This is an optimization exercise on Yosys and OpenROAD, whose aim is small area, a short achievable clock period and few clock cycles, not a production implementation. The RTL was checked by simulation tests, not by an equivalence proof against the original design. Power figures rest on the tool's default switching activity, not on a simulated workload.

<file path="flow/config.mk">
export PLATFORM = sky130hd
export DESIGN_NAME = inv16_core
export DESIGN_NICKNAME = inv16_core
export VERILOG_FILES = /design/flow/design.v
export SDC_FILE = /design/flow/constraint.sdc
export NUM_CORES = 4
export LEC_CHECK = 0
export CAP_MARGIN = 30
export CORE_MARGIN = 2
export CORE_UTILIZATION = 45
export SLEW_MARGIN = 30
export TNS_END_PERCENT = 10
</file>
<file path="flow/constraint.sdc">
create_clock -name core_clock -period 11.0 [get_ports {clk}]
set_input_delay 2.2000 -clock core_clock [delete_from_list [all_inputs] [get_ports {clk}]]
set_output_delay 2.2000 -clock core_clock [all_outputs]
set_load 0.01 [all_outputs]
</file>
<file path="flow/design.v">
module inv16_core (
    input  wire         clk,
    input  wire         rst,           
    input  wire         start,         
    input  wire [15:0]  nsteps,        
    output wire         busy,
    input  wire         hw_we,
    input  wire [4:0]   hw_sel,        
    input  wire [15:0]  hw_data,
    output wire [255:0] regs,          
    output wire [15:0]  pc_o,
    output wire         dir_o,         
    output wire [1:0]   err_o,
    output wire         halted_o,
    output wire         brk_o,         
    output reg          mem_req,
    output reg          mem_we,
    output reg  [15:0]  mem_addr,
    output wire [15:0]  mem_wdata,     
    input  wire         mem_ack,
    input  wire [15:0]  mem_rdata      
);
    localparam S_IDLE  = 4'd0;
    localparam S_FETCH = 4'd1;    
    localparam S_EXEC  = 4'd2;    
    localparam S_SRMW  = 4'd3;    
    localparam S_DIV   = 4'd4;    
    localparam S_MUL   = 4'd5;    
    localparam S_SRR   = 4'd6;    
    localparam S_UNDO  = 4'd9;    
    localparam S_TWIN  = 4'd10;   
    localparam OP_ADD = 4'h0, OP_SUB = 4'h1, OP_ROR = 4'h2, OP_ROL = 4'h3;
    localparam OP_SHR = 4'h4, OP_SHL = 4'h5, OP_AND = 4'h6, OP_ORA = 4'h7;
    localparam OP_MUL = 4'h8, OP_DIV = 4'h9, OP_CMP = 4'hA, OP_JEQ = 4'hB;
    localparam OP_XRI = 4'hC, OP_SRR = 4'hD, OP_SRM = 4'hE, OP_BRK = 4'hF;
    localparam ERR_NONE = 2'd0, ERR_MISALIGNED = 2'd1;
    localparam ERR_MISMATCHED = 2'd2, ERR_SRR = 2'd3;
    reg [15:0] x [0:15];
    reg [15:0] pc;
    reg        dir;
    reg [1:0]  err;
    reg        halted;
    reg        brk_hit;
    reg [3:0]  state;
    reg [15:0] ir;
    reg [15:0] oa, ob, oc;     
    reg        sub_q;          
    reg        eqk;            
    reg        f_sum, f_shr, f_shl, f_and, f_or, f_cmp, f_xri, f_div, f_jeq;
    reg [15:0] ia;             
    reg [15:0] steps_left;
    reg        last;           
    reg [15:0] dr;
    reg [15:0] dq;
    reg [3:0]  dcnt;           
    reg [3:0]  ufa;            
    genvar gi;
    generate
        for (gi = 0; gi < 16; gi = gi + 1) begin : g_regs
            assign regs[16*gi +: 16] = x[gi];
        end
    endgenerate
    assign busy     = (state != S_IDLE);
    assign pc_o     = pc;
    assign dir_o    = dir;
    assign err_o    = err;
    assign halted_o = halted;
    assign brk_o    = brk_hit;
    wire [7:0] byte1 = ir[15:8];
    wire [3:0] op = ir[7:4];
    wire [3:0] fa = ir[3:0];
    wire [3:0] fb = ir[15:12];
    wire [3:0] fc = ir[11:8];
    wire [3:0] sh = oc[3:0];
    reg  [15:0] pc_next;       
    wire [15:0] sum    = ob + (oc ^ {16{sub_q}}) + {15'd0, sub_q};
    wire        eq     = ~|(ob ^ oc);
    wire        lt     = (ob < oc);      
    function [4:0] bitlen(input [15:0] v);
        integer k;
        begin
            bitlen = 5'd0;
            for (k = 0; k < 16; k = k + 1)
                if (v[k]) bitlen = k + 1;
        end
    endfunction
    wire [4:0] lb = bitlen(ob);
    wire [4:0] lc = bitlen(oc);
    wire [4:0] dn = lb - lc;                           
    wire       div_zero = lt || (oc == 16'd0);         
    reg  [16:0] sh_in;
    reg  [3:0]  sh_amt;
    always @(*) begin
        if (f_div) begin
            sh_in  = {1'b0, ob};
            sh_amt = ~dn[3:0];
        end else if (f_shl) begin       
            sh_in  = {1'b0, ob};
            sh_amt = sh;
        end else begin                  
            sh_in  = {ob, 1'b0};
            sh_amt = ~sh;
        end
    end
    wire [31:0] sh_out = {15'd0, sh_in} << sh_amt;
    wire [15:0] alu_f = ({16{f_sum}} & sum)
                      | ({16{f_shr}} & sh_out[31:16])
                      | ({16{f_shl}} & sh_out[15:0])
                      | ({16{f_and}} & (ob & oc))
                      | ({16{f_or}}  & (ob | oc))
                      | ({16{f_cmp}} & (eq ? 16'h0000 : (lt ? 16'hFFFF : 16'h0001)))
                      | ({16{f_xri}} & {8'h00, byte1});
    reg [1:0] p0, p1, p2, p3;
    always @(*) begin
        case (fc[2:0])
            3'd0: {p0, p1, p2, p3} = {2'd0, 2'd1, 2'd2, 2'd3};  
            3'd1: {p0, p1, p2, p3} = {2'd1, 2'd0, 2'd2, 2'd3};  
            3'd2: {p0, p1, p2, p3} = {2'd0, 2'd1, 2'd3, 2'd2};  
            3'd3: {p0, p1, p2, p3} = {2'd1, 2'd0, 2'd3, 2'd2};  
            3'd4: {p0, p1, p2, p3} = {2'd2, 2'd3, 2'd0, 2'd1};  
            3'd5: {p0, p1, p2, p3} = {2'd3, 2'd2, 2'd1, 2'd0};  
            3'd6: {p0, p1, p2, p3} = {2'd0, 2'd2, 2'd1, 2'd3};  
            default: {p0, p1, p2, p3} = {2'd3, 2'd1, 2'd2, 2'd0};  
        endcase
    end
    wire        srr_hi = (state == S_SRR);
    wire [1:0]  q_lo   = srr_hi ? p2 : p0;
    wire [1:0]  q_hi   = srr_hi ? p3 : p1;
    wire [31:0] sbytes = {ob, oa};
    wire [15:0] srr_out = {sbytes[8*q_hi +: 8], sbytes[8*q_lo +: 8]};
    wire [16:0] div_trial = {dr, dq[15]} - {1'b0, oc};
    wire        div_bit   = ~div_trial[16];
    wire [15:0] div_q     = {dq[14:0], div_bit};
    wire mcs_1 = (ob[13] & oc[0]) ^ (ob[12] & oc[1]);
    wire mcs_2 = (ob[13] & oc[0]) & (ob[12] & oc[1]);
    wire mcs_3 = (ob[14] & oc[0]) ^ (ob[13] & oc[1]) ^ (ob[12] & oc[2]);
    wire mcs_4 = ((ob[14] & oc[0]) & (ob[13] & oc[1])) | ((ob[14] & oc[0]) & (ob[12] & oc[2])) | ((ob[13] & oc[1]) & (ob[12] & oc[2]));
    wire mcs_5 = (ob[11] & oc[3]) ^ (ob[10] & oc[4]);
    wire mcs_6 = (ob[11] & oc[3]) & (ob[10] & oc[4]);
    wire mcs_7 = (ob[15] & oc[0]) ^ (ob[14] & oc[1]) ^ (ob[13] & oc[2]);
    wire mcs_8 = ((ob[15] & oc[0]) & (ob[14] & oc[1])) | ((ob[15] & oc[0]) & (ob[13] & oc[2])) | ((ob[14] & oc[1]) & (ob[13] & oc[2]));
    wire mcs_9 = (ob[12] & oc[3]) ^ (ob[11] & oc[4]) ^ (ob[10] & oc[5]);
    wire mcs_10 = ((ob[12] & oc[3]) & (ob[11] & oc[4])) | ((ob[12] & oc[3]) & (ob[10] & oc[5])) | ((ob[11] & oc[4]) & (ob[10] & oc[5]));
    wire mcs_11 = (ob[9] & oc[6]) ^ (ob[8] & oc[7]);
    wire mcs_12 = (ob[9] & oc[6]) & (ob[8] & oc[7]);
    wire mcs_13 = (ob[9] & oc[0]) ^ (ob[8] & oc[1]);
    wire mcs_14 = (ob[9] & oc[0]) & (ob[8] & oc[1]);
    wire mcs_15 = (ob[10] & oc[0]) ^ (ob[9] & oc[1]) ^ (ob[8] & oc[2]);
    wire mcs_16 = ((ob[10] & oc[0]) & (ob[9] & oc[1])) | ((ob[10] & oc[0]) & (ob[8] & oc[2])) | ((ob[9] & oc[1]) & (ob[8] & oc[2]));
    wire mcs_17 = (ob[7] & oc[3]) ^ (ob[6] & oc[4]);
    wire mcs_18 = (ob[7] & oc[3]) & (ob[6] & oc[4]);
    wire mcs_19 = (ob[11] & oc[0]) ^ (ob[10] & oc[1]) ^ (ob[9] & oc[2]);
    wire mcs_20 = ((ob[11] & oc[0]) & (ob[10] & oc[1])) | ((ob[11] & oc[0]) & (ob[9] & oc[2])) | ((ob[10] & oc[1]) & (ob[9] & oc[2]));
    wire mcs_21 = (ob[8] & oc[3]) ^ (ob[7] & oc[4]) ^ (ob[6] & oc[5]);
    wire mcs_22 = ((ob[8] & oc[3]) & (ob[7] & oc[4])) | ((ob[8] & oc[3]) & (ob[6] & oc[5])) | ((ob[7] & oc[4]) & (ob[6] & oc[5]));
    wire mcs_23 = (ob[5] & oc[6]) ^ (ob[4] & oc[7]);
    wire mcs_24 = (ob[5] & oc[6]) & (ob[4] & oc[7]);
    wire mcs_25 = (ob[12] & oc[0]) ^ (ob[11] & oc[1]) ^ (ob[10] & oc[2]);
    wire mcs_26 = ((ob[12] & oc[0]) & (ob[11] & oc[1])) | ((ob[12] & oc[0]) & (ob[10] & oc[2])) | ((ob[11] & oc[1]) & (ob[10] & oc[2]));
    wire mcs_27 = (ob[9] & oc[3]) ^ (ob[8] & oc[4]) ^ (ob[7] & oc[5]);
    wire mcs_28 = ((ob[9] & oc[3]) & (ob[8] & oc[4])) | ((ob[9] & oc[3]) & (ob[7] & oc[5])) | ((ob[8] & oc[4]) & (ob[7] & oc[5]));
    wire mcs_29 = (ob[6] & oc[6]) ^ (ob[5] & oc[7]) ^ (ob[4] & oc[8]);
    wire mcs_30 = ((ob[6] & oc[6]) & (ob[5] & oc[7])) | ((ob[6] & oc[6]) & (ob[4] & oc[8])) | ((ob[5] & oc[7]) & (ob[4] & oc[8]));
    wire mcs_31 = (ob[3] & oc[9]) ^ (ob[2] & oc[10]);
    wire mcs_32 = (ob[3] & oc[9]) & (ob[2] & oc[10]);
    wire mcs_33 = (ob[11] & oc[2]) ^ (ob[10] & oc[3]) ^ (ob[9] & oc[4]);
    wire mcs_34 = ((ob[11] & oc[2]) & (ob[10] & oc[3])) | ((ob[11] & oc[2]) & (ob[9] & oc[4])) | ((ob[10] & oc[3]) & (ob[9] & oc[4]));
    wire mcs_35 = (ob[8] & oc[5]) ^ (ob[7] & oc[6]) ^ (ob[6] & oc[7]);
    wire mcs_36 = ((ob[8] & oc[5]) & (ob[7] & oc[6])) | ((ob[8] & oc[5]) & (ob[6] & oc[7])) | ((ob[7] & oc[6]) & (ob[6] & oc[7]));
    wire mcs_37 = (ob[5] & oc[8]) ^ (ob[4] & oc[9]) ^ (ob[3] & oc[10]);
    wire mcs_38 = ((ob[5] & oc[8]) & (ob[4] & oc[9])) | ((ob[5] & oc[8]) & (ob[3] & oc[10])) | ((ob[4] & oc[9]) & (ob[3] & oc[10]));
    wire mcs_39 = (ob[2] & oc[11]) ^ (ob[1] & oc[12]) ^ (ob[0] & oc[13]);
    wire mcs_40 = ((ob[2] & oc[11]) & (ob[1] & oc[12])) | ((ob[2] & oc[11]) & (ob[0] & oc[13])) | ((ob[1] & oc[12]) & (ob[0] & oc[13]));
    wire mcs_41 = mcs_2 ^ (ob[9] & oc[5]) ^ (ob[8] & oc[6]);
    wire mcs_42 = (mcs_2 & (ob[9] & oc[5])) | (mcs_2 & (ob[8] & oc[6])) | ((ob[9] & oc[5]) & (ob[8] & oc[6]));
    wire mcs_43 = (ob[7] & oc[7]) ^ (ob[6] & oc[8]) ^ (ob[5] & oc[9]);
    wire mcs_44 = ((ob[7] & oc[7]) & (ob[6] & oc[8])) | ((ob[7] & oc[7]) & (ob[5] & oc[9])) | ((ob[6] & oc[8]) & (ob[5] & oc[9]));
    wire mcs_45 = (ob[4] & oc[10]) ^ (ob[3] & oc[11]) ^ (ob[2] & oc[12]);
    wire mcs_46 = ((ob[4] & oc[10]) & (ob[3] & oc[11])) | ((ob[4] & oc[10]) & (ob[2] & oc[12])) | ((ob[3] & oc[11]) & (ob[2] & oc[12]));
    wire mcs_47 = (ob[1] & oc[13]) ^ (ob[0] & oc[14]) ^ mcs_3;
    wire mcs_48 = ((ob[1] & oc[13]) & (ob[0] & oc[14])) | ((ob[1] & oc[13]) & mcs_3) | ((ob[0] & oc[14]) & mcs_3);
    wire mcs_49 = mcs_4 ^ mcs_6 ^ (ob[7] & oc[8]);
    wire mcs_50 = (mcs_4 & mcs_6) | (mcs_4 & (ob[7] & oc[8])) | (mcs_6 & (ob[7] & oc[8]));
    wire mcs_51 = (ob[6] & oc[9]) ^ (ob[5] & oc[10]) ^ (ob[4] & oc[11]);
    wire mcs_52 = ((ob[6] & oc[9]) & (ob[5] & oc[10])) | ((ob[6] & oc[9]) & (ob[4] & oc[11])) | ((ob[5] & oc[10]) & (ob[4] & oc[11]));
    wire mcs_53 = (ob[3] & oc[12]) ^ (ob[2] & oc[13]) ^ (ob[1] & oc[14]);
    wire mcs_54 = ((ob[3] & oc[12]) & (ob[2] & oc[13])) | ((ob[3] & oc[12]) & (ob[1] & oc[14])) | ((ob[2] & oc[13]) & (ob[1] & oc[14]));
    wire mcs_55 = (ob[0] & oc[15]) ^ mcs_7 ^ mcs_9;
    wire mcs_56 = ((ob[0] & oc[15]) & mcs_7) | ((ob[0] & oc[15]) & mcs_9) | (mcs_7 & mcs_9);
    wire mcs_57 = (ob[6] & oc[0]) ^ (ob[5] & oc[1]);
    wire mcs_58 = (ob[6] & oc[0]) & (ob[5] & oc[1]);
    wire mcs_59 = (ob[7] & oc[0]) ^ (ob[6] & oc[1]) ^ (ob[5] & oc[2]);
    wire mcs_60 = ((ob[7] & oc[0]) & (ob[6] & oc[1])) | ((ob[7] & oc[0]) & (ob[5] & oc[2])) | ((ob[6] & oc[1]) & (ob[5] & oc[2]));
    wire mcs_61 = (ob[4] & oc[3]) ^ (ob[3] & oc[4]);
    wire mcs_62 = (ob[4] & oc[3]) & (ob[3] & oc[4]);
    wire mcs_63 = (ob[8] & oc[0]) ^ (ob[7] & oc[1]) ^ (ob[6] & oc[2]);
    wire mcs_64 = ((ob[8] & oc[0]) & (ob[7] & oc[1])) | ((ob[8] & oc[0]) & (ob[6] & oc[2])) | ((ob[7] & oc[1]) & (ob[6] & oc[2]));
    wire mcs_65 = (ob[5] & oc[3]) ^ (ob[4] & oc[4]) ^ (ob[3] & oc[5]);
    wire mcs_66 = ((ob[5] & oc[3]) & (ob[4] & oc[4])) | ((ob[5] & oc[3]) & (ob[3] & oc[5])) | ((ob[4] & oc[4]) & (ob[3] & oc[5]));
    wire mcs_67 = (ob[2] & oc[6]) ^ (ob[1] & oc[7]);
    wire mcs_68 = (ob[2] & oc[6]) & (ob[1] & oc[7]);
    wire mcs_69 = (ob[7] & oc[2]) ^ (ob[6] & oc[3]) ^ (ob[5] & oc[4]);
    wire mcs_70 = ((ob[7] & oc[2]) & (ob[6] & oc[3])) | ((ob[7] & oc[2]) & (ob[5] & oc[4])) | ((ob[6] & oc[3]) & (ob[5] & oc[4]));
    wire mcs_71 = (ob[4] & oc[5]) ^ (ob[3] & oc[6]) ^ (ob[2] & oc[7]);
    wire mcs_72 = ((ob[4] & oc[5]) & (ob[3] & oc[6])) | ((ob[4] & oc[5]) & (ob[2] & oc[7])) | ((ob[3] & oc[6]) & (ob[2] & oc[7]));
    wire mcs_73 = (ob[1] & oc[8]) ^ (ob[0] & oc[9]) ^ mcs_13;
    wire mcs_74 = ((ob[1] & oc[8]) & (ob[0] & oc[9])) | ((ob[1] & oc[8]) & mcs_13) | ((ob[0] & oc[9]) & mcs_13);
    wire mcs_75 = mcs_14 ^ (ob[5] & oc[5]) ^ (ob[4] & oc[6]);
    wire mcs_76 = (mcs_14 & (ob[5] & oc[5])) | (mcs_14 & (ob[4] & oc[6])) | ((ob[5] & oc[5]) & (ob[4] & oc[6]));
    wire mcs_77 = (ob[3] & oc[7]) ^ (ob[2] & oc[8]) ^ (ob[1] & oc[9]);
    wire mcs_78 = ((ob[3] & oc[7]) & (ob[2] & oc[8])) | ((ob[3] & oc[7]) & (ob[1] & oc[9])) | ((ob[2] & oc[8]) & (ob[1] & oc[9]));
    wire mcs_79 = (ob[0] & oc[10]) ^ mcs_15 ^ mcs_17;
    wire mcs_80 = ((ob[0] & oc[10]) & mcs_15) | ((ob[0] & oc[10]) & mcs_17) | (mcs_15 & mcs_17);
    wire mcs_81 = mcs_16 ^ mcs_18 ^ (ob[3] & oc[8]);
    wire mcs_82 = (mcs_16 & mcs_18) | (mcs_16 & (ob[3] & oc[8])) | (mcs_18 & (ob[3] & oc[8]));
    wire mcs_83 = (ob[2] & oc[9]) ^ (ob[1] & oc[10]) ^ (ob[0] & oc[11]);
    wire mcs_84 = ((ob[2] & oc[9]) & (ob[1] & oc[10])) | ((ob[2] & oc[9]) & (ob[0] & oc[11])) | ((ob[1] & oc[10]) & (ob[0] & oc[11]));
    wire mcs_85 = mcs_19 ^ mcs_21 ^ mcs_23;
    wire mcs_86 = (mcs_19 & mcs_21) | (mcs_19 & mcs_23) | (mcs_21 & mcs_23);
    wire mcs_87 = mcs_20 ^ mcs_22 ^ mcs_24;
    wire mcs_88 = (mcs_20 & mcs_22) | (mcs_20 & mcs_24) | (mcs_22 & mcs_24);
    wire mcs_89 = (ob[1] & oc[11]) ^ (ob[0] & oc[12]) ^ mcs_25;
    wire mcs_90 = ((ob[1] & oc[11]) & (ob[0] & oc[12])) | ((ob[1] & oc[11]) & mcs_25) | ((ob[0] & oc[12]) & mcs_25);
    wire mcs_91 = mcs_27 ^ mcs_29 ^ mcs_31;
    wire mcs_92 = (mcs_27 & mcs_29) | (mcs_27 & mcs_31) | (mcs_29 & mcs_31);
    wire mcs_93 = mcs_26 ^ mcs_28 ^ mcs_30;
    wire mcs_94 = (mcs_26 & mcs_28) | (mcs_26 & mcs_30) | (mcs_28 & mcs_30);
    wire mcs_95 = mcs_32 ^ mcs_1 ^ mcs_33;
    wire mcs_96 = (mcs_32 & mcs_1) | (mcs_32 & mcs_33) | (mcs_1 & mcs_33);
    wire mcs_97 = mcs_35 ^ mcs_37 ^ mcs_39;
    wire mcs_98 = (mcs_35 & mcs_37) | (mcs_35 & mcs_39) | (mcs_37 & mcs_39);
    wire mcs_99 = mcs_34 ^ mcs_36 ^ mcs_38;
    wire mcs_100 = (mcs_34 & mcs_36) | (mcs_34 & mcs_38) | (mcs_36 & mcs_38);
    wire mcs_101 = mcs_40 ^ mcs_5 ^ mcs_41;
    wire mcs_102 = (mcs_40 & mcs_5) | (mcs_40 & mcs_41) | (mcs_5 & mcs_41);
    wire mcs_103 = mcs_43 ^ mcs_45 ^ mcs_47;
    wire mcs_104 = (mcs_43 & mcs_45) | (mcs_43 & mcs_47) | (mcs_45 & mcs_47);
    wire mcs_105 = mcs_42 ^ mcs_44 ^ mcs_46;
    wire mcs_106 = (mcs_42 & mcs_44) | (mcs_42 & mcs_46) | (mcs_44 & mcs_46);
    wire mcs_107 = mcs_48 ^ mcs_11 ^ mcs_49;
    wire mcs_108 = (mcs_48 & mcs_11) | (mcs_48 & mcs_49) | (mcs_11 & mcs_49);
    wire mcs_109 = mcs_51 ^ mcs_53 ^ mcs_55;
    wire mcs_110 = (mcs_51 & mcs_53) | (mcs_51 & mcs_55) | (mcs_53 & mcs_55);
    wire mcs_111 = (ob[4] & oc[0]) ^ (ob[3] & oc[1]);
    wire mcs_112 = (ob[4] & oc[0]) & (ob[3] & oc[1]);
    wire mcs_113 = (ob[5] & oc[0]) ^ (ob[4] & oc[1]) ^ (ob[3] & oc[2]);
    wire mcs_114 = ((ob[5] & oc[0]) & (ob[4] & oc[1])) | ((ob[5] & oc[0]) & (ob[3] & oc[2])) | ((ob[4] & oc[1]) & (ob[3] & oc[2]));
    wire mcs_115 = (ob[2] & oc[3]) ^ (ob[1] & oc[4]);
    wire mcs_116 = (ob[2] & oc[3]) & (ob[1] & oc[4]);
    wire mcs_117 = (ob[4] & oc[2]) ^ (ob[3] & oc[3]) ^ (ob[2] & oc[4]);
    wire mcs_118 = ((ob[4] & oc[2]) & (ob[3] & oc[3])) | ((ob[4] & oc[2]) & (ob[2] & oc[4])) | ((ob[3] & oc[3]) & (ob[2] & oc[4]));
    wire mcs_119 = (ob[1] & oc[5]) ^ (ob[0] & oc[6]) ^ mcs_57;
    wire mcs_120 = ((ob[1] & oc[5]) & (ob[0] & oc[6])) | ((ob[1] & oc[5]) & mcs_57) | ((ob[0] & oc[6]) & mcs_57);
    wire mcs_121 = mcs_58 ^ (ob[2] & oc[5]) ^ (ob[1] & oc[6]);
    wire mcs_122 = (mcs_58 & (ob[2] & oc[5])) | (mcs_58 & (ob[1] & oc[6])) | ((ob[2] & oc[5]) & (ob[1] & oc[6]));
    wire mcs_123 = (ob[0] & oc[7]) ^ mcs_59 ^ mcs_61;
    wire mcs_124 = ((ob[0] & oc[7]) & mcs_59) | ((ob[0] & oc[7]) & mcs_61) | (mcs_59 & mcs_61);
    wire mcs_125 = mcs_60 ^ mcs_62 ^ (ob[0] & oc[8]);
    wire mcs_126 = (mcs_60 & mcs_62) | (mcs_60 & (ob[0] & oc[8])) | (mcs_62 & (ob[0] & oc[8]));
    wire mcs_127 = mcs_63 ^ mcs_65 ^ mcs_67;
    wire mcs_128 = (mcs_63 & mcs_65) | (mcs_63 & mcs_67) | (mcs_65 & mcs_67);
    wire mcs_129 = mcs_64 ^ mcs_66 ^ mcs_68;
    wire mcs_130 = (mcs_64 & mcs_66) | (mcs_64 & mcs_68) | (mcs_66 & mcs_68);
    wire mcs_131 = mcs_69 ^ mcs_71 ^ mcs_73;
    wire mcs_132 = (mcs_69 & mcs_71) | (mcs_69 & mcs_73) | (mcs_71 & mcs_73);
    wire mcs_133 = mcs_70 ^ mcs_72 ^ mcs_74;
    wire mcs_134 = (mcs_70 & mcs_72) | (mcs_70 & mcs_74) | (mcs_72 & mcs_74);
    wire mcs_135 = mcs_75 ^ mcs_77 ^ mcs_79;
    wire mcs_136 = (mcs_75 & mcs_77) | (mcs_75 & mcs_79) | (mcs_77 & mcs_79);
    wire mcs_137 = mcs_76 ^ mcs_78 ^ mcs_80;
    wire mcs_138 = (mcs_76 & mcs_78) | (mcs_76 & mcs_80) | (mcs_78 & mcs_80);
    wire mcs_139 = mcs_81 ^ mcs_83 ^ mcs_85;
    wire mcs_140 = (mcs_81 & mcs_83) | (mcs_81 & mcs_85) | (mcs_83 & mcs_85);
    wire mcs_141 = mcs_82 ^ mcs_84 ^ mcs_86;
    wire mcs_142 = (mcs_82 & mcs_84) | (mcs_82 & mcs_86) | (mcs_84 & mcs_86);
    wire mcs_143 = mcs_87 ^ mcs_89 ^ mcs_91;
    wire mcs_144 = (mcs_87 & mcs_89) | (mcs_87 & mcs_91) | (mcs_89 & mcs_91);
    wire mcs_145 = mcs_88 ^ mcs_90 ^ mcs_92;
    wire mcs_146 = (mcs_88 & mcs_90) | (mcs_88 & mcs_92) | (mcs_90 & mcs_92);
    wire mcs_147 = mcs_93 ^ mcs_95 ^ mcs_97;
    wire mcs_148 = (mcs_93 & mcs_95) | (mcs_93 & mcs_97) | (mcs_95 & mcs_97);
    wire mcs_149 = mcs_94 ^ mcs_96 ^ mcs_98;
    wire mcs_150 = (mcs_94 & mcs_96) | (mcs_94 & mcs_98) | (mcs_96 & mcs_98);
    wire mcs_151 = mcs_99 ^ mcs_101 ^ mcs_103;
    wire mcs_152 = (mcs_99 & mcs_101) | (mcs_99 & mcs_103) | (mcs_101 & mcs_103);
    wire mcs_153 = mcs_100 ^ mcs_102 ^ mcs_104;
    wire mcs_154 = (mcs_100 & mcs_102) | (mcs_100 & mcs_104) | (mcs_102 & mcs_104);
    wire mcs_155 = mcs_105 ^ mcs_107 ^ mcs_109;
    wire mcs_156 = (mcs_105 & mcs_107) | (mcs_105 & mcs_109) | (mcs_107 & mcs_109);
    wire mcs_157 = (ob[3] & oc[0]) ^ (ob[2] & oc[1]);
    wire mcs_158 = (ob[3] & oc[0]) & (ob[2] & oc[1]);
    wire mcs_159 = (ob[2] & oc[2]) ^ (ob[1] & oc[3]) ^ (ob[0] & oc[4]);
    wire mcs_160 = ((ob[2] & oc[2]) & (ob[1] & oc[3])) | ((ob[2] & oc[2]) & (ob[0] & oc[4])) | ((ob[1] & oc[3]) & (ob[0] & oc[4]));
    wire mcs_161 = mcs_112 ^ (ob[0] & oc[5]) ^ mcs_113;
    wire mcs_162 = (mcs_112 & (ob[0] & oc[5])) | (mcs_112 & mcs_113) | ((ob[0] & oc[5]) & mcs_113);
    wire mcs_163 = mcs_114 ^ mcs_116 ^ mcs_117;
    wire mcs_164 = (mcs_114 & mcs_116) | (mcs_114 & mcs_117) | (mcs_116 & mcs_117);
    wire mcs_165 = mcs_118 ^ mcs_120 ^ mcs_121;
    wire mcs_166 = (mcs_118 & mcs_120) | (mcs_118 & mcs_121) | (mcs_120 & mcs_121);
    wire mcs_167 = mcs_122 ^ mcs_124 ^ mcs_125;
    wire mcs_168 = (mcs_122 & mcs_124) | (mcs_122 & mcs_125) | (mcs_124 & mcs_125);
    wire mcs_169 = mcs_126 ^ mcs_128 ^ mcs_129;
    wire mcs_170 = (mcs_126 & mcs_128) | (mcs_126 & mcs_129) | (mcs_128 & mcs_129);
    wire mcs_171 = mcs_130 ^ mcs_132 ^ mcs_133;
    wire mcs_172 = (mcs_130 & mcs_132) | (mcs_130 & mcs_133) | (mcs_132 & mcs_133);
    wire mcs_173 = mcs_134 ^ mcs_136 ^ mcs_137;
    wire mcs_174 = (mcs_134 & mcs_136) | (mcs_134 & mcs_137) | (mcs_136 & mcs_137);
    wire mcs_175 = mcs_138 ^ mcs_140 ^ mcs_141;
    wire mcs_176 = (mcs_138 & mcs_140) | (mcs_138 & mcs_141) | (mcs_140 & mcs_141);
    wire mcs_177 = mcs_142 ^ mcs_144 ^ mcs_145;
    wire mcs_178 = (mcs_142 & mcs_144) | (mcs_142 & mcs_145) | (mcs_144 & mcs_145);
    wire mcs_179 = mcs_146 ^ mcs_148 ^ mcs_149;
    wire mcs_180 = (mcs_146 & mcs_148) | (mcs_146 & mcs_149) | (mcs_148 & mcs_149);
    wire mcs_181 = mcs_150 ^ mcs_152 ^ mcs_153;
    wire mcs_182 = (mcs_150 & mcs_152) | (mcs_150 & mcs_153) | (mcs_152 & mcs_153);
    wire mcs_183 = (ob[2] & oc[0]) ^ (ob[1] & oc[1]);
    wire mcs_184 = (ob[2] & oc[0]) & (ob[1] & oc[1]);
    wire mcs_185 = (ob[1] & oc[2]) ^ (ob[0] & oc[3]) ^ mcs_157;
    wire mcs_186 = ((ob[1] & oc[2]) & (ob[0] & oc[3])) | ((ob[1] & oc[2]) & mcs_157) | ((ob[0] & oc[3]) & mcs_157);
    wire mcs_187 = mcs_158 ^ mcs_111 ^ mcs_159;
    wire mcs_188 = (mcs_158 & mcs_111) | (mcs_158 & mcs_159) | (mcs_111 & mcs_159);
    wire mcs_189 = mcs_160 ^ mcs_115 ^ mcs_161;
    wire mcs_190 = (mcs_160 & mcs_115) | (mcs_160 & mcs_161) | (mcs_115 & mcs_161);
    wire mcs_191 = mcs_162 ^ mcs_119 ^ mcs_163;
    wire mcs_192 = (mcs_162 & mcs_119) | (mcs_162 & mcs_163) | (mcs_119 & mcs_163);
    wire mcs_193 = mcs_164 ^ mcs_123 ^ mcs_165;
    wire mcs_194 = (mcs_164 & mcs_123) | (mcs_164 & mcs_165) | (mcs_123 & mcs_165);
    wire mcs_195 = mcs_166 ^ mcs_127 ^ mcs_167;
    wire mcs_196 = (mcs_166 & mcs_127) | (mcs_166 & mcs_167) | (mcs_127 & mcs_167);
    wire mcs_197 = mcs_168 ^ mcs_131 ^ mcs_169;
    wire mcs_198 = (mcs_168 & mcs_131) | (mcs_168 & mcs_169) | (mcs_131 & mcs_169);
    wire mcs_199 = mcs_170 ^ mcs_135 ^ mcs_171;
    wire mcs_200 = (mcs_170 & mcs_135) | (mcs_170 & mcs_171) | (mcs_135 & mcs_171);
    wire mcs_201 = mcs_172 ^ mcs_139 ^ mcs_173;
    wire mcs_202 = (mcs_172 & mcs_139) | (mcs_172 & mcs_173) | (mcs_139 & mcs_173);
    wire mcs_203 = mcs_174 ^ mcs_143 ^ mcs_175;
    wire mcs_204 = (mcs_174 & mcs_143) | (mcs_174 & mcs_175) | (mcs_143 & mcs_175);
    wire mcs_205 = mcs_176 ^ mcs_147 ^ mcs_177;
    wire mcs_206 = (mcs_176 & mcs_147) | (mcs_176 & mcs_177) | (mcs_147 & mcs_177);
    wire mcs_207 = mcs_178 ^ mcs_151 ^ mcs_179;
    wire mcs_208 = (mcs_178 & mcs_151) | (mcs_178 & mcs_179) | (mcs_151 & mcs_179);
    wire mcs_209 = mcs_180 ^ mcs_155 ^ mcs_181;
    wire mcs_210 = (mcs_180 & mcs_155) | (mcs_180 & mcs_181) | (mcs_155 & mcs_181);
    wire [15:0] mul_s = {mcs_208, mcs_206, mcs_204, mcs_202, mcs_200, mcs_198, mcs_196, mcs_194, mcs_192, mcs_190, mcs_188, mcs_186, mcs_184, (ob[0] & oc[2]), (ob[1] & oc[0]), (ob[0] & oc[0])};
    wire [15:0] mul_c = {mcs_209, mcs_207, mcs_205, mcs_203, mcs_201, mcs_199, mcs_197, mcs_195, mcs_193, mcs_191, mcs_189, mcs_187, mcs_185, mcs_183, (ob[0] & oc[1]), 1'b0};
    wire [15:0] mul_q = dr + dq;
    wire twin_ok = (mem_rdata == ir);
    wire ia_ok = (ia == pc);
    reg [15:0] pc_d;
    reg [15:0] base_addr;
    always @(*) begin
        mem_req   = 1'b0;
        mem_we    = 1'b0;
        base_addr = pc_next;
        case (state)
            S_IDLE, S_FETCH: begin mem_req = 1'b1; base_addr = ia; end
            S_EXEC:  begin
                mem_req = 1'b1;
                if (op == OP_SRM) base_addr = ob;
            end
            S_SRMW:  begin mem_req = 1'b1; mem_we = 1'b1; base_addr = ob; end
            S_MUL, S_SRR: begin mem_req = 1'b1; end
            S_TWIN:  begin mem_req = 1'b1; base_addr = oa; end
            S_DIV:   begin mem_req = (dcnt == 4'd0); end
            default: ;
        endcase
    end
    wire twin_now = (state == S_EXEC) && f_jeq && eqk && !oa[0];
    always @(*) mem_addr = twin_now ? oa : base_addr;
    assign mem_wdata = oa;
    reg done, ld;
    always @(*) begin
        done = 1'b0;
        ld   = 1'b0;
        case (state)
            S_IDLE:  ld = start && err == ERR_NONE && !halted && nsteps != 16'd0 && mem_ack && ia_ok;
            S_FETCH: ld = mem_ack && ia_ok;
            S_EXEC:  if (mem_ack) begin
                case (op)
                    OP_BRK, OP_SRM, OP_MUL, OP_SRR: ;
                    OP_JEQ:  done = !eq || (eqk && !oa[0]);    
                    OP_DIV:  done = div_zero;
                    default: done = 1'b1;
                endcase
            end
            S_MUL, S_SRR, S_TWIN: done = mem_ack;
            S_DIV:   done = (dcnt == 4'd0) && mem_ack;
            default: ;
        endcase
        if (done && !last) ld = 1'b1;
    end
    reg        we;
    reg [3:0]  wa;
    reg [15:0] wd;
    always @(*) begin
        we = 1'b0;
        wa = fa;
        wd = oa ^ alu_f;
        case (state)
            S_IDLE: begin
                we = hw_we && !start && !hw_sel[4];
                wa = hw_sel[3:0];
                wd = hw_data;
            end
            S_EXEC: if (mem_ack) begin
                case (op)
                    OP_DIV, OP_BRK, OP_SRM, OP_MUL: ;
                    OP_SRR: begin
                        we = !fc[3];
                        wd = srr_out;
                    end
                    OP_JEQ: begin
                        we = eqk && !oa[0];
                        wd = pc;
                    end
                    default: we = 1'b1;
                endcase
            end
            S_TWIN: begin
                we = mem_ack;
                wd = dr;           
            end
            S_SRMW: begin
                we = mem_ack;
                wd = dr;
            end
            S_MUL: begin
                we = mem_ack;
                wd = oa ^ mul_q;
            end
            S_SRR: begin
                we = mem_ack;
                wa = fb;
                wd = srr_out;
            end
            S_DIV: begin
                we = (dcnt == 4'd0) && mem_ack;
                wd = oa ^ div_q;
            end
            S_UNDO: begin
                we = 1'b1;
                wa = ufa;
                wd = dq;
            end
            default: ;
        endcase
    end
    function [15:0] rdport(input [3:0] sel, input [255:0] r);
        integer k;
        begin
            rdport = 16'h0000;
            for (k = 0; k < 16; k = k + 1)
                rdport = rdport | (r[16*k +: 16] & {16{sel == k}});
        end
    endfunction
    wire [3:0]  na = mem_rdata[3:0];
    wire [3:0]  nb = mem_rdata[15:12];
    wire [3:0]  nc = mem_rdata[11:8];
    wire [15:0] xb = rdport(nb, regs);
    wire [15:0] xc = rdport(nc, regs);
    wire        fb_hit = we && wa == nb;
    wire        fc_hit = we && wa == nc;
    wire [15:0] ra = (we && wa == na) ? wd : rdport(na, regs);
    wire [15:0] rb = fb_hit ? wd : xb;
    wire [15:0] rc = fc_hit ? wd : xc;
    wire        eqk_d = (nb == nc) || (!fb_hit && !fc_hit && xb == xc);
    always @(posedge clk) begin
        if (ld) begin
            ir <= mem_rdata;
            oa <= ra;
            ob <= rb;
            oc <= rc;
            sub_q <= (mem_rdata[7:4] != OP_ADD);
            eqk   <= eqk_d;
            f_sum <= (mem_rdata[7:4] == OP_ADD) || (mem_rdata[7:4] == OP_SUB);
            f_shr <= (mem_rdata[7:4] == OP_ROR) || (mem_rdata[7:4] == OP_SHR);
            f_shl <= (mem_rdata[7:4] == OP_ROL) || (mem_rdata[7:4] == OP_SHL);
            f_and <= (mem_rdata[7:4] == OP_AND);
            f_or  <= (mem_rdata[7:4] == OP_ORA);
            f_cmp <= (mem_rdata[7:4] == OP_CMP);
            f_xri <= (mem_rdata[7:4] == OP_XRI);
            f_div <= (mem_rdata[7:4] == OP_DIV);
            f_jeq <= (mem_rdata[7:4] == OP_JEQ);
        end
    end
    always @(posedge clk) begin
        pc <= pc_d;
        if (rst) begin
            dir        <= 1'b0;
            err        <= ERR_NONE;
            halted     <= 1'b0;
            brk_hit    <= 1'b0;
            state      <= S_IDLE;
        end else begin
            if (done) begin
                steps_left <= steps_left - 16'd1;
                last       <= (steps_left == 16'd2);
                state      <= last ? S_IDLE : S_EXEC;
            end
            case (state)
                S_IDLE: begin
                    if (start) begin
                        brk_hit    <= 1'b0;
                        steps_left <= nsteps;
                        last       <= (nsteps == 16'd1);
                        if (err == ERR_NONE && !halted && nsteps != 16'd0)
                            state <= (mem_ack && ia_ok) ? S_EXEC : S_FETCH;
                    end else if (hw_we) begin
                        case (hw_sel)
                            5'd17:   dir <= hw_data[0];
                            5'd18:   err <= hw_data[1:0];
                            default: ;
                        endcase
                    end
                end
                S_FETCH: if (mem_ack && ia_ok) state <= S_EXEC;
                S_EXEC: if (mem_ack) begin
                    case (op)
                        OP_BRK: begin
                            brk_hit <= 1'b1;
                            if (fa == 4'hF && fb == 4'hF)
                                halted <= 1'b1;
                            state <= S_IDLE;
                        end
                        OP_SRR: begin
                            if (fc[3]) begin
                                err   <= ERR_SRR;
                                state <= S_IDLE;
                            end else begin
                                state <= S_SRR;
                            end
                        end
                        OP_JEQ: begin
                            dr  <= pc;
                            dq  <= oa;
                            ufa <= fa;
                            if (eqk) begin
                                if (oa[0]) begin
                                    err   <= ERR_MISALIGNED;
                                    state <= S_IDLE;
                                end else if (!twin_ok) begin
                                    err   <= ERR_MISMATCHED;
                                    state <= S_UNDO;
                                end
                            end else if (eq) begin
                                if (oa[0]) begin
                                    err   <= ERR_MISALIGNED;
                                    state <= S_UNDO;
                                end else
                                    state <= S_TWIN;
                            end
                        end
                        OP_SRM: begin
                            dr    <= mem_rdata;
                            state <= S_SRMW;
                        end
                        OP_DIV: begin
                            if (!div_zero) begin
                                {dr, dq} <= sh_out[31:0];
                                dcnt     <= dn[3:0];
                                state    <= S_DIV;
                            end
                        end
                        OP_MUL: begin
                            dr    <= mul_s;
                            dq    <= mul_c;
                            state <= S_MUL;
                        end
                        default: ;
                    endcase
                end
                S_SRMW: begin
                    if (mem_ack) begin
                        steps_left <= steps_left - 16'd1;
                        last       <= (steps_left == 16'd2);
                        state      <= last ? S_IDLE : S_FETCH;
                    end
                end
                S_MUL, S_SRR: ;
                S_UNDO: state <= S_IDLE;
                S_TWIN: if (mem_ack) begin
                    if (!twin_ok) begin
                        err   <= ERR_MISMATCHED;
                        state <= S_UNDO;
                    end
                end
                S_DIV: begin
                    if (dcnt != 4'd0) begin
                        dcnt <= dcnt - 4'd1;
                        dr   <= div_bit ? div_trial[15:0] : {dr[14:0], dq[15]};
                        dq   <= div_q;
                    end
                end
                default: state <= S_IDLE;
            endcase
        end
    end
    always @(*) begin
        pc_d = pc;
        if (rst)
            pc_d = 16'h0000;
        else case (state)
            S_IDLE:  if (!start && hw_we && hw_sel == 5'd16) pc_d = hw_data;
            S_EXEC:  if (mem_ack) begin
                case (op)
                    OP_BRK:  if (!(fa == 4'hF && fb == 4'hF)) pc_d = pc_next;
                    OP_SRR, OP_SRM, OP_MUL: ;
                    OP_JEQ:  if (!eqk) pc_d = pc_next; else if (!oa[0]) pc_d = oa;
                    OP_DIV:  if (div_zero) pc_d = pc_next;
                    default: pc_d = pc_next;
                endcase
            end
            S_SRMW, S_MUL, S_SRR: if (mem_ack) pc_d = pc_next;
            S_DIV:   if (dcnt == 4'd0 && mem_ack) pc_d = pc_next;
            S_UNDO:  pc_d = dr;
            S_TWIN:  if (mem_ack) pc_d = oa;
            default: ;
        endcase
    end
    always @(posedge clk)
        if (rst || mem_ack || !mem_req)
            ia <= pc_d;
    wire dir_d = rst ? 1'b0 :
                 (state == S_IDLE && !start && hw_we && hw_sel == 5'd17) ? hw_data[0] : dir;
    always @(posedge clk)
        pc_next <= dir_d ? (pc_d - 16'd2) : (pc_d + 16'd2);
    wire [15:0] wd_r = rst ? 16'h0000 : wd;
    integer i;
    always @(posedge clk) begin
        for (i = 0; i < 16; i = i + 1)
            if (rst || (we && wa == i))
                x[i] <= wd_r;
    end
endmodule
</file>
<file path="flow/flow/run.sh">
#!/bin/bash
set -euo pipefail
export BUFFER_PORTS_ARGS="-buffer_cell sky130_fd_sc_hd__buf_1"
export SETUP_SLACK_MARGIN=6
bash standard.sh > standard.log 2>&1
</file>
<file path="flow/standard.sh">
#!/bin/bash
# synth_recipe.tcl (not shown) runs the flow's synth.tcl, then flattens the netlist and writes it again
# the make line also repeats each setting of config.mk as NAME=value (left out here)
make -C /OpenROAD-flow-scripts/flow DESIGN_CONFIG=/design/flow/config.mk WORK_HOME=/design/flow/orfs CLKGATE_MAP_FILE= SYNTH_SCRIPT=/design/flow/synth_recipe.tcl "${@:-finish}"
</file>
==> results of run 1 <==
worst max-delay path, stage by stage:
cell and delay, ns:
clkbuf_2 0.08, buf_4 0.50, nand2_1 0.52, nor2_1 0.72, buf_4 0.38, a222oi_1 0.12, nand3_1 0.12, nor2_1 0.08
xnor2_1 0.49, nand3_1 0.19, nor4_1 0.28, a41o_1 0.20
cell families after synthesis:
group           after synthesis
fa+ha+maj                   208
flops                       444
mux                         141
simple gates               1092
buf+inv                     478
xor+xnor                    198
compound gates             1248
Yosys cell counts, types with 13 or more instances:
library cell,instances,area [um2]
o31ai_1,14,105.1
nor2_1,356,1336
nand2_1,269,1010
o211ai_1,51,382.9
a22oi_1,236,1772
a31oi_1,23,143.9
nor4_1,30,187.7
and3_1,13,81.33
a222oi_1,48,480.5
xor2_1,91,797.0
nand2b_1,44,275.3
a221o_1,19,190.2
o21ai_0,184,920.9
fa_1,83,1662
dfxtp_1,40,800.8
nor3_1,82,410.4
nor3b_1,18,135.1
o221ai_1,22,192.7
a211oi_1,34,255.2
mux2i_1,98,980.9
inv_1,186,698.2
nand3_1,134,670.6
a21o_1,35,262.8
o2111ai_1,17,148.9
nor2b_1,34,212.7
mux2_2,30,337.8
o22ai_1,21,131.4
a221oi_1,99,867.1
ha_1,125,1564
a21oi_1,222,1111
a22o_1,72,630.6
buf_1,17,63.81
xnor2_1,104,910.9
edfxtp_1,404,12130
buf_2,30,150.1
o21a_1,15,112.6
nand4_1,36,225.2
clkbuf_1,227,852.1
a32oi_1,14,122.6
through the flow:
| stage | power, W | util (%) |
|---|---|---|
| global placement | 0.003020 | 49.51 |
| floorplan | 0.002569 | - |
| global route | 0.004890 | 55.03 |
| detailed placement | 0.003017 | 49.56 |
| CTS | 0.004724 | 54.32 |
| finish | 0.004797 | 55.05 |
worst paths after layout:
| kind | to | slack (ns) | depth (start not counted) |
|---|---|---|---|
| hold / removal | err[0] | 0.54 | 2 |
| setup / recovery | eqk | 5.58 | 12 |
| hold reg to reg | err[0] | 0.54 | 2 |
| setup reg to reg | pc_next[14] | 5.58 | 22 |
power groups by stage:
stage / logic [W] / registers [W] / clock network [W]
finish: 0.000894 / 0.00220 / 0.00170
floorplan: 0.000420 / 0.00215 / 0
global placement: 0.000796 / 0.00222 / 0
global route: 0.000924 / 0.00220 / 0.00177
detailed placement: 0.000798 / 0.00222 / 0
CTS: 0.000842 / 0.00218 / 0.00170
state kept, by name (all words and copies together), names as in the netlist, 2 cells and up:
register	flops
ufa	4
dcnt	4
x	256
ob	16
oa	16
ir	16
err	2
pc	16
pc_next	15
dr	16
steps_left	16
oc	16
dq	16
ia	16
state	4
routing by layer:
layer / track usage, % / vias to the layer above
li1: - / 15490
met1: 57.95 / 18720
met2: 71.50 / 3466
met3: 16.73 / 1107
met4: 34.14 / 10
met5: 0 / -
area by class of cell:
type                            count  area (um2)  area share (%)
Clock buffer                       58        1270           2.968
Clock inverter                     32       340.3          0.7954
Timing Repair Buffer              685        4264           9.966
Sequential cell                   444       12930           30.23
Tap cell                         1040        1301           3.041
Multi-Input combinational cell   2893       21820           51.00
Antenna cell                        8       20.02         0.04679
Inverter                          195       833.3           1.948
what timing repair did:
action / in CTS / in global routing
pin swaps: 50 / 55
gates cloned: 6 / 1
buffers inserted: 119 / 32
resized for setup: 248 / 56
setup endpoints to repair: 444 / 375
==> notes.md, run 1 <==
wl on met1=69.74 mm; hold path startpoint=err[0]; minimum clock period=5.425 ns; setup ws final=5.575 ns; Clock power frac=35.5%; Post-Synthesis Cells=3809; Post-synth EDFFs=404; max layer used=met5; Die X=284.9 um; Post-CTS Hold Fix Bufs=0; row count=102; metal2 WL=84.84 mm; crit path kind=primary input to flop; CP Max Fanout=30; CTS tree=yes; Die Ht=284.9 um; Synth Area in Simple Gates=14.60%; IO Port Bufs=369; Setup crit start=mem_rdata[15]; Net Sw Power=0.001589 W; Final Skew=0.06516 ns; sw frac=33.13%; TritonCTS Buffers=49; RePlAce Congestion=1.053; mux cell area share after synthesis=4.455%; Clock Latency Late Sink=0.67 ns; yosys warns=2; clock root cell=clkbuf_16; Final setup viols=0; Logic pwr share=18.6%; sequential share of power=45.9%; xor and xnor area share after synthesis=4.966%; die area=81150 um2; non-filler cells in the finished layout=5355; fin area=42790 um2; global-route wire length before repair=280.5 mm; vias in the first global route=36910; grt total ovfl=0; Total GRT Usage=48.02%; crit share post-route=49.32%; CP Launch Type=primary input; Main synth FF type=edfxtp_1; Hold Vio Cnt, Final=0; io pins=370; DRC errors left=0; worst slack at placement=4.102 ns; Post-Syn Area=35500 um2; max-capacitance violation count=0; min-delay worst type=flop to flop; CTS sink count=444; met3 wire len=28.03 mm; fill count=7077; CTS max path bufs=3; leakage=15.72 nW; core box area=77720 um2; arrival time at the worst endpoint=5.95 ns; H-tree Lvls=2; DR WL/cell=37.66 um; Post-Place Cells=5096; Worst EP required=11.53 ns; placed cell area=38520 um2; TritonRoute pass-1 iters=11; Compound-Gate Fraction of Synth Area=25.20%; P&R area growth vs syn=20.52%; total wire length=201.7 mm; final net count=4534; Yosys cell types=104; maximum vdd ir drop=0.0001280 V; Slew Limit Headroom=23.13%; ys async rst share=0%; Iter 0 DRT Violations=6573; largest net degree at the start of global routing=70; RSZ-0062 raised after global routing=true; FF+latch count, synth=444; detail-routed via count per cell=7.245; HPWL after DPL=139.0 mm; Hold Slack=0.5377 ns; RR Startpoint=oc[9]; DR vias=38800; Setup crit end kind=flop; Post-Syn Area per Cell=9.320 um2; share of cells above drive strength 1=16.04%; Initial Utilization=45.68%; internal power=0.003208 W; Reg clk slew, reported paths=0.06 ns; Synthesized Nets=4075; PwrDens=112.1 nW/um2; post-detailed-route count of antenna-violating nets=0; status=finished clean; post-synthesis adder-cell area fraction=9.086%; setup tns final=0 ns; Fmax=184.3 MHz; sequential area share after synthesis=36.43%; fin. max-slew vios=0; commonest non-fill, non-tap cells in the layout=edfxtp_1, buf_1, nor2_1, buf_4, nand2_1; commonest non-fill, non-tap cell in the layout=edfxtp_1; slew at the pin closest to its max-slew limit=1.153 ns; main combinational cell family by area after synthesis=compound AO/OA/AOI/OAI gates; initial antenna violation count=12
Testbench counts, summed over its fixed seeds: cycles 119,469.
==> run 2: changes to the inputs <==
--- a/flow/design.v
+++ b/flow/design.v
@@ -27,6 +27,7 @@
     localparam S_DIV   = 4'd4;    
     localparam S_MUL   = 4'd5;    
     localparam S_SRR   = 4'd6;    
+    localparam S_DRAIN = 4'd7;    
     localparam S_UNDO  = 4'd9;    
     localparam S_TWIN  = 4'd10;   
     localparam OP_ADD = 4'h0, OP_SUB = 4'h1, OP_ROR = 4'h2, OP_ROL = 4'h3;
@@ -46,8 +47,7 @@
     reg [15:0] oa, ob, oc;     
     reg        sub_q;          
     reg        eqk;            
-    reg        f_sum, f_shr, f_shl, f_and, f_or, f_cmp, f_xri, f_div, f_jeq;
-    reg [15:0] ia;             
+    reg        f_sum, f_shr, f_shl, f_and, f_or, f_cmp, f_xri, f_div, f_srm;
     reg [15:0] steps_left;
     reg        last;           
     reg [15:0] dr;
@@ -76,24 +76,23 @@
     wire [15:0] sum    = ob + (oc ^ {16{sub_q}}) + {15'd0, sub_q};
     wire        eq     = ~|(ob ^ oc);
     wire        lt     = (ob < oc);      
-    function [4:0] bitlen(input [15:0] v);
-        integer k;
+    function [3:0] leadpos(input [15:0] v);
+        reg [1:0] g;
+        reg [3:0] n;
         begin
-            bitlen = 5'd0;
-            for (k = 0; k < 16; k = k + 1)
-                if (v[k]) bitlen = k + 1;
+            g = (|v[15:12]) ? 2'd3 : (|v[11:8]) ? 2'd2 : (|v[7:4]) ? 2'd1 : 2'd0;
+            n = v[4*g +: 4];
+            leadpos = {g, (n[3] ? 2'd3 : n[2] ? 2'd2 : n[1] ? 2'd1 : 2'd0)};
         end
     endfunction
-    wire [4:0] lb = bitlen(ob);
-    wire [4:0] lc = bitlen(oc);
-    wire [4:0] dn = lb - lc;                           
+    wire [3:0] dn = leadpos(ob) - leadpos(oc);         
     wire       div_zero = lt || (oc == 16'd0);         
     reg  [16:0] sh_in;
     reg  [3:0]  sh_amt;
     always @(*) begin
         if (f_div) begin
             sh_in  = {1'b0, ob};
-            sh_amt = ~dn[3:0];
+            sh_amt = ~dn;
         end else if (f_shl) begin       
             sh_in  = {1'b0, ob};
             sh_amt = sh;
@@ -345,7 +344,6 @@
     wire [15:0] mul_c = {mcs_209, mcs_207, mcs_205, mcs_203, mcs_201, mcs_199, mcs_197, mcs_195, mcs_193, mcs_191, mcs_189, mcs_187, mcs_185, mcs_183, (ob[0] & oc[1]), 1'b0};
     wire [15:0] mul_q = dr + dq;
     wire twin_ok = (mem_rdata == ir);
-    wire ia_ok = (ia == pc);
     reg [15:0] pc_d;
     reg [15:0] base_addr;
     always @(*) begin
@@ -353,10 +351,11 @@
         mem_we    = 1'b0;
         base_addr = pc_next;
         case (state)
-            S_IDLE, S_FETCH: begin mem_req = 1'b1; base_addr = ia; end
+            S_IDLE:  begin mem_req = start && err == ERR_NONE && !halted; base_addr = pc; end
+            S_FETCH, S_DRAIN: begin mem_req = 1'b1; base_addr = pc; end
             S_EXEC:  begin
                 mem_req = 1'b1;
-                if (op == OP_SRM) base_addr = ob;
+                if (f_srm) base_addr = ob;
             end
             S_SRMW:  begin mem_req = 1'b1; mem_we = 1'b1; base_addr = ob; end
             S_MUL, S_SRR: begin mem_req = 1'b1; end
@@ -365,7 +364,7 @@
             default: ;
         endcase
     end
-    wire twin_now = (state == S_EXEC) && f_jeq && eqk && !oa[0];
+    wire twin_now = (state == S_EXEC) && (op == OP_JEQ) && eqk && !oa[0];
     always @(*) mem_addr = twin_now ? oa : base_addr;
     assign mem_wdata = oa;
     reg done, ld;
@@ -373,8 +372,8 @@
         done = 1'b0;
         ld   = 1'b0;
         case (state)
-            S_IDLE:  ld = start && err == ERR_NONE && !halted && nsteps != 16'd0 && mem_ack && ia_ok;
-            S_FETCH: ld = mem_ack && ia_ok;
+            S_IDLE:  ld = start && err == ERR_NONE && !halted && nsteps != 16'd0 && mem_ack;
+            S_FETCH: ld = mem_ack;
             S_EXEC:  if (mem_ack) begin
                 case (op)
                     OP_BRK, OP_SRM, OP_MUL, OP_SRR: ;
@@ -456,14 +455,10 @@
     wire [3:0]  na = mem_rdata[3:0];
     wire [3:0]  nb = mem_rdata[15:12];
     wire [3:0]  nc = mem_rdata[11:8];
-    wire [15:0] xb = rdport(nb, regs);
-    wire [15:0] xc = rdport(nc, regs);
-    wire        fb_hit = we && wa == nb;
-    wire        fc_hit = we && wa == nc;
     wire [15:0] ra = (we && wa == na) ? wd : rdport(na, regs);
-    wire [15:0] rb = fb_hit ? wd : xb;
-    wire [15:0] rc = fc_hit ? wd : xc;
-    wire        eqk_d = (nb == nc) || (!fb_hit && !fc_hit && xb == xc);
+    wire [15:0] rb = (we && wa == nb) ? wd : rdport(nb, regs);
+    wire [15:0] rc = (we && wa == nc) ? wd : rdport(nc, regs);
+    wire        eqk_d = (nb == nc);
     always @(posedge clk) begin
         if (ld) begin
             ir <= mem_rdata;
@@ -480,7 +475,7 @@
             f_cmp <= (mem_rdata[7:4] == OP_CMP);
             f_xri <= (mem_rdata[7:4] == OP_XRI);
             f_div <= (mem_rdata[7:4] == OP_DIV);
-            f_jeq <= (mem_rdata[7:4] == OP_JEQ);
+            f_srm <= (mem_rdata[7:4] == OP_SRM);
         end
     end
     always @(posedge clk) begin
@@ -503,8 +498,12 @@
                         brk_hit    <= 1'b0;
                         steps_left <= nsteps;
                         last       <= (nsteps == 16'd1);
-                        if (err == ERR_NONE && !halted && nsteps != 16'd0)
-                            state <= (mem_ack && ia_ok) ? S_EXEC : S_FETCH;
+                        if (err == ERR_NONE && !halted) begin
+                            if (nsteps == 16'd0)
+                                state <= mem_ack ? S_IDLE : S_DRAIN;
+                            else
+                                state <= mem_ack ? S_EXEC : S_FETCH;
+                        end
                     end else if (hw_we) begin
                         case (hw_sel)
                             5'd17:   dir <= hw_data[0];
@@ -513,7 +512,8 @@
                         endcase
                     end
                 end
-                S_FETCH: if (mem_ack && ia_ok) state <= S_EXEC;
+                S_DRAIN: if (mem_ack) state <= S_IDLE;
+                S_FETCH: if (mem_ack) state <= S_EXEC;
                 S_EXEC: if (mem_ack) begin
                     case (op)
                         OP_BRK: begin
@@ -557,7 +557,7 @@
                         OP_DIV: begin
                             if (!div_zero) begin
                                 {dr, dq} <= sh_out[31:0];
-                                dcnt     <= dn[3:0];
+                                dcnt     <= dn;
                                 state    <= S_DIV;
                             end
                         end
@@ -595,35 +595,40 @@
             endcase
         end
     end
+    reg [15:0] pc_adv;
     always @(*) begin
-        pc_d = pc;
-        if (rst)
-            pc_d = 16'h0000;
-        else case (state)
-            S_IDLE:  if (!start && hw_we && hw_sel == 5'd16) pc_d = hw_data;
-            S_EXEC:  if (mem_ack) begin
+        pc_adv = pc;
+        case (state)
+            S_EXEC: begin
                 case (op)
-                    OP_BRK:  if (!(fa == 4'hF && fb == 4'hF)) pc_d = pc_next;
+                    OP_BRK:  if (!(fa == 4'hF && fb == 4'hF)) pc_adv = pc_next;
                     OP_SRR, OP_SRM, OP_MUL: ;
-                    OP_JEQ:  if (!eqk) pc_d = pc_next; else if (!oa[0]) pc_d = oa;
-                    OP_DIV:  if (div_zero) pc_d = pc_next;
-                    default: pc_d = pc_next;
+                    OP_JEQ:  if (!eqk) pc_adv = pc_next; else if (!oa[0]) pc_adv = oa;
+                    OP_DIV:  if (div_zero) pc_adv = pc_next;
+                    default: pc_adv = pc_next;
                 endcase
             end
-            S_SRMW, S_MUL, S_SRR: if (mem_ack) pc_d = pc_next;
-            S_DIV:   if (dcnt == 4'd0 && mem_ack) pc_d = pc_next;
-            S_UNDO:  pc_d = dr;
-            S_TWIN:  if (mem_ack) pc_d = oa;
+            S_SRMW, S_MUL, S_SRR: pc_adv = pc_next;
+            S_DIV:   if (dcnt == 4'd0) pc_adv = pc_next;
+            S_UNDO:  pc_adv = dr;
+            S_TWIN:  pc_adv = oa;
             default: ;
         endcase
     end
+    wire pc_hold = mem_req && !mem_ack;
+    always @(*) begin
+        if (rst)
+            pc_d = 16'h0000;
+        else if (state == S_IDLE)
+            pc_d = (!start && hw_we && hw_sel == 5'd16) ? hw_data : pc;
+        else
+            pc_d = pc_hold ? pc : pc_adv;
+    end
+    wire [15:0] pcn_src = rst ? 16'h0000 : (state == S_IDLE) ? pc : pc_adv;
+    wire        pcn_dir = !rst && dir;
     always @(posedge clk)
-        if (rst || mem_ack || !mem_req)
-            ia <= pc_d;
-    wire dir_d = rst ? 1'b0 :
-                 (state == S_IDLE && !start && hw_we && hw_sel == 5'd17) ? hw_data[0] : dir;
-    always @(posedge clk)
-        pc_next <= dir_d ? (pc_d - 16'd2) : (pc_d + 16'd2);
+        if (rst || state == S_IDLE || !pc_hold)
+            pc_next <= pcn_dir ? (pcn_src - 16'd2) : (pcn_src + 16'd2);
     wire [15:0] wd_r = rst ? 16'h0000 : wd;
     integer i;
     always @(posedge clk) begin
==> notes.md, run 2 <==
global-route wire length before repair=256.2 mm (-8.6%); DRC errors left=0 (unchanged); Main synth FF type=edfxtp_1; fill count=6873 (-2.9%); top post-synthesis cells by count=edfxtp_1, nand2_1, nor2_1, a22oi_1, a21oi_1; min-delay worst type=flop to flop; worst setup path endpoint=dq[4]; HPWL after DPL=128.4 mm (-7.6%); core box area=74570 um2 (-4.1%); commonest non-fill, non-tap cells in the layout=edfxtp_1, buf_1, nand2_1, nor2_1, a22oi_1; DR vias=37690 (-2.8%); leakage=15.03 nW (-4.4%); share of cells above drive strength 1=14.82% (-1.2 points); status=finished clean; Most flops, register=x; Logic pwr share=49.2% (+31 points); detail-routed via count per cell=7.243 (about the same); CTS tree=yes; largest net degree at the start of global routing=62 (-11%); IO Port Bufs=369 (unchanged); Post-Syn Area per Cell=9.111 um2 (-2.2%); fin. max-slew vios=0 (unchanged); reg2reg end=dq[4]; multi-input logic area=20800 um2 (-4.7%); top post-synthesis cells by area=edfxtp_1, a22oi_1, fa_1; maximum vdd ir drop=0.0001373 V (+7.3%); row count=100 (-2.0%); RSZ-0062 raised after global routing=true; final core utilization=55.16% (+0.11 points); Hold Vio Cnt, Final=0 (unchanged); sw frac=45.47% (+12 points); slew at the pin closest to its max-slew limit=1.183 ns (+0.02984 ns); worst slack at placement=4.081 ns (-0.02139 ns); DR WL/cell=35.50 um (-5.7%); Setup crit start=oc[10]; final net count=4462 (-1.6%); Synthesized Nets=3998 (-1.9%); H-tree Lvls=2 (unchanged); Setup crit end kind=flop; Final Skew=0.03089 ns (-0.03427 ns); Clock Latency Late Sink=0.63 ns (-0.04 ns); Post-Syn Area=33990 um2 (-4.3%); minimum clock period=5.441 ns (+0.01661 ns); Final setup viols=0 (unchanged); TritonRoute pass-1 iters=13 (+2); grt total ovfl=0 (unchanged); FF+latch count, synth=429 (-3.4%); Iter 0 DRT Violations=7021 (+6.8%); top-count cell post-synth=edfxtp_1; FF-to-FF path depth=17 (-23%); Yosys cell types=93 (-11%); Clock power frac=20.2% (-15 points); crit path kind=flop to flop; PwrDens=201.2 nW/um2 (+79%); Worst EP required=11.46 ns (-0.07 ns); Slew Limit Headroom=20.71% (-2.4 points); sequential share of power=30.6% (-15 points); crit share post-route=49.47% (+0.15 points); setup ws final=5.559 ns (-0.01661 ns); post-detailed-route count of antenna-violating nets=0 (unchanged); total wire length=184.8 mm (-8.4%); io pins=370 (unchanged); max-capacitance violation count=0 (unchanged); Yosys top cell by area=edfxtp_1; CTS sink count=429 (-3.4%); Post-synth EDFFs=404 (unchanged); TritonCTS Buffers=49 (unchanged); CP Max Fanout=6 (-80%); commonest non-fill, non-tap cell in the layout=edfxtp_1; CP Launch Type=flop; CTS max path bufs=3 (unchanged); die area=77740 um2 (-4.2%); Die X=278.8 um (-2.1%); RR Startpoint=oc[10]; Post-Synthesis Cells=3730 (-2.1%); setup tns final=0 ns (unchanged); internal power=0.004514 W (+41%); R2R setup slack=5.56 ns (-0.02 ns); arrival time at the worst endpoint=5.90 ns (-0.05 ns); Die Ht=278.8 um (-2.1%); P&R area growth vs syn=21.04%; max reg flops=256 (unchanged); Total GRT Usage=45.49% (-2.5 points); Net Sw Power=0.003763 W (+140%); vias in the first global route=34690 (-6.0%); RePlAce Congestion=1.132 (+7.5%); sequential area share after synthesis=37.17% (+0.74 points); Post-CTS Hold Fix Bufs=0 (unchanged); Reg clk slew, reported paths=0.06 ns (about the same); register area=12640 um2 (-2.2%); ys async rst share=0% (unchanged); yosys warns=2 (unchanged); Synth top area share=35.70% (+1.5 points); Initial Utilization=45.57% (-0.10 points); Fmax=183.8 MHz (-0.31%); initial antenna violation count=15 (+3); clock root cell=clkbuf_16
## run 2: metal layers
| metal | GRT usage, % | up-vias | wire length, um |
|---|---|---|---|
| met5 | 0.3127 | - | 136 |
| met4 | 27.90 | 22 | 15660 |
| met3 | 17.26 | 1058 | 28330 |
| met2 | 66.81 | 3600 | 76550 |
| met1 | 56.48 | 17800 | 64070 |
| li1 | - | 15210 | - |
## run 2: power groups by stage
stage                     Sequential, W  Clock, W  Combinational [W]
after floorplan                 0.00245         0            0.00197
after global placement          0.00255         0            0.00344
after detailed placement        0.00254         0            0.00344
after CTS                       0.00250   0.00168            0.00372
after global routing            0.00253   0.00174            0.00423
final                           0.00253   0.00168            0.00407
## run 2: cell type report
type,instances,area share [%]
clock buffer,52,3.060
multi-input combinational,2863,50.56
timing repair buffer,673,9.974
sequential,429,30.74
tap,969,2.947
antenna,3,0.01825
inverter,178,1.840
clock inverter,37,0.8639
## run 2: how the worst min path moves through the flow
stage | startpoint | to | slack (ns) | cells past startpoint
6_report | brk_hit | brk_hit | 0.51 | 2
5_1_grt | ir[3] | ufa[3] | 0.55 | 0
3_5_place_dp | brk_hit | brk_hit | 0.51 | 2
2_1_floorplan | ir[0] | ufa[0] | 0.49 | 0
4_1_cts | brk_hit | brk_hit | 0.52 | 2
3_3_place_gp | dir | dir | 0.51 | 2
## run 2: kinds of logic after synthesis
logic type | count (synthesis) | share of synthesized area [%]
compound gates | 1295 | 26.54
simple gates | 1122 | 15.29
buf+inv | 440 | 4.919
flops | 429 | 37.17
fa+ha+maj | 210 | 9.565
xor+xnor | 170 | 4.381
mux | 64 | 2.135
## run 2: critical path, cell delays in order, from the launching register on
cell and delay [ns]:
edfxtp_1 0.52, buf_4 0.19, buf_6 0.12, or4_4 0.57
o21ai_2 0.15, a21oi_1 0.08, a21o_1 0.18, ha_2 0.20
fa_2 0.67, nand2b_4 0.20, and2_1 0.19, o221a_2 0.23
nand2_1 0.06, a21oi_1 0.23, a21oi_2 0.09, o311ai_0 0.94
o21ai_0 0.40, o21ai_0 0.24
## run 2: what timing repair did
| action | 4_1_cts | 5_1_grt |
|---|---|---|
| endpoints found under the setup margin | 365 | 344 |
| pin swaps | 29 | 44 |
| gates resized for setup | 157 | 99 |
| setup buffers | 72 | 58 |
| gates cloned | 3 | 2 |
| hold endpoints to repair | 0 | 0 |
## run 2: per-stage QoR
| step | instances | hold WS [ns] | total power (W) | area [um2] |
|---|---|---|---|---|
| 6_report | 5204 | 0.5143 | 0.008277 | 41130 |
| 5_1_grt | 5201 | 0.5533 | 0.008506 | 41130 |
| 4_1_cts | 5140 | 0.5210 | 0.007896 | 40080 |
| 3_5_place_dp | 4976 | 0.5087 | 0.005980 | 37160 |
| 3_3_place_gp | 4976 | 0.5111 | 0.005986 | 37150 |
| 2_1_floorplan | 3730 | 0.4925 | 0.004420 | 34110 |
Testbench counts of run 2, summed over its fixed seeds: cycles 120,493.

[what the ideal ports hide]
How much do the figures lean on ideal ports? The routed layouts below were timed once more, with nothing changed but the port constraints.
Step 1, drivers: a clkbuf_16 drives clk and a buf_2 each remaining input, both assumed.
Step 2 moves the port delays by t, midway between the first and last clock arrival at a register: inputs arrive t later, outputs are due t later. That takes back most of the time a late clock gives input paths.
Slacks: ideal / step 1 / step 2; pairs: ideal / step 1.
| run | shift t [ns] | setup WS [ns] | hold slack, ns | worst setup path after step 2 | pins driven straight from the clock port |
|---|---|---|---|---|---|
| run 1 | 0.708 | 5.575 / 5.511 / 4.909 | 0.538 / 0.538 / 0.538 | input to register | 1 |
| run 2 | 0.690 | 5.559 / 5.541 / 5.338 | 0.514 / 0.514 / 0.514 | input to register | 1 |
After both steps setup and hold are still met in every run listed. For run 1, which loses most, drivers alone change the setup slack by -0.064 ns; drivers and shift together by -0.666 ns.
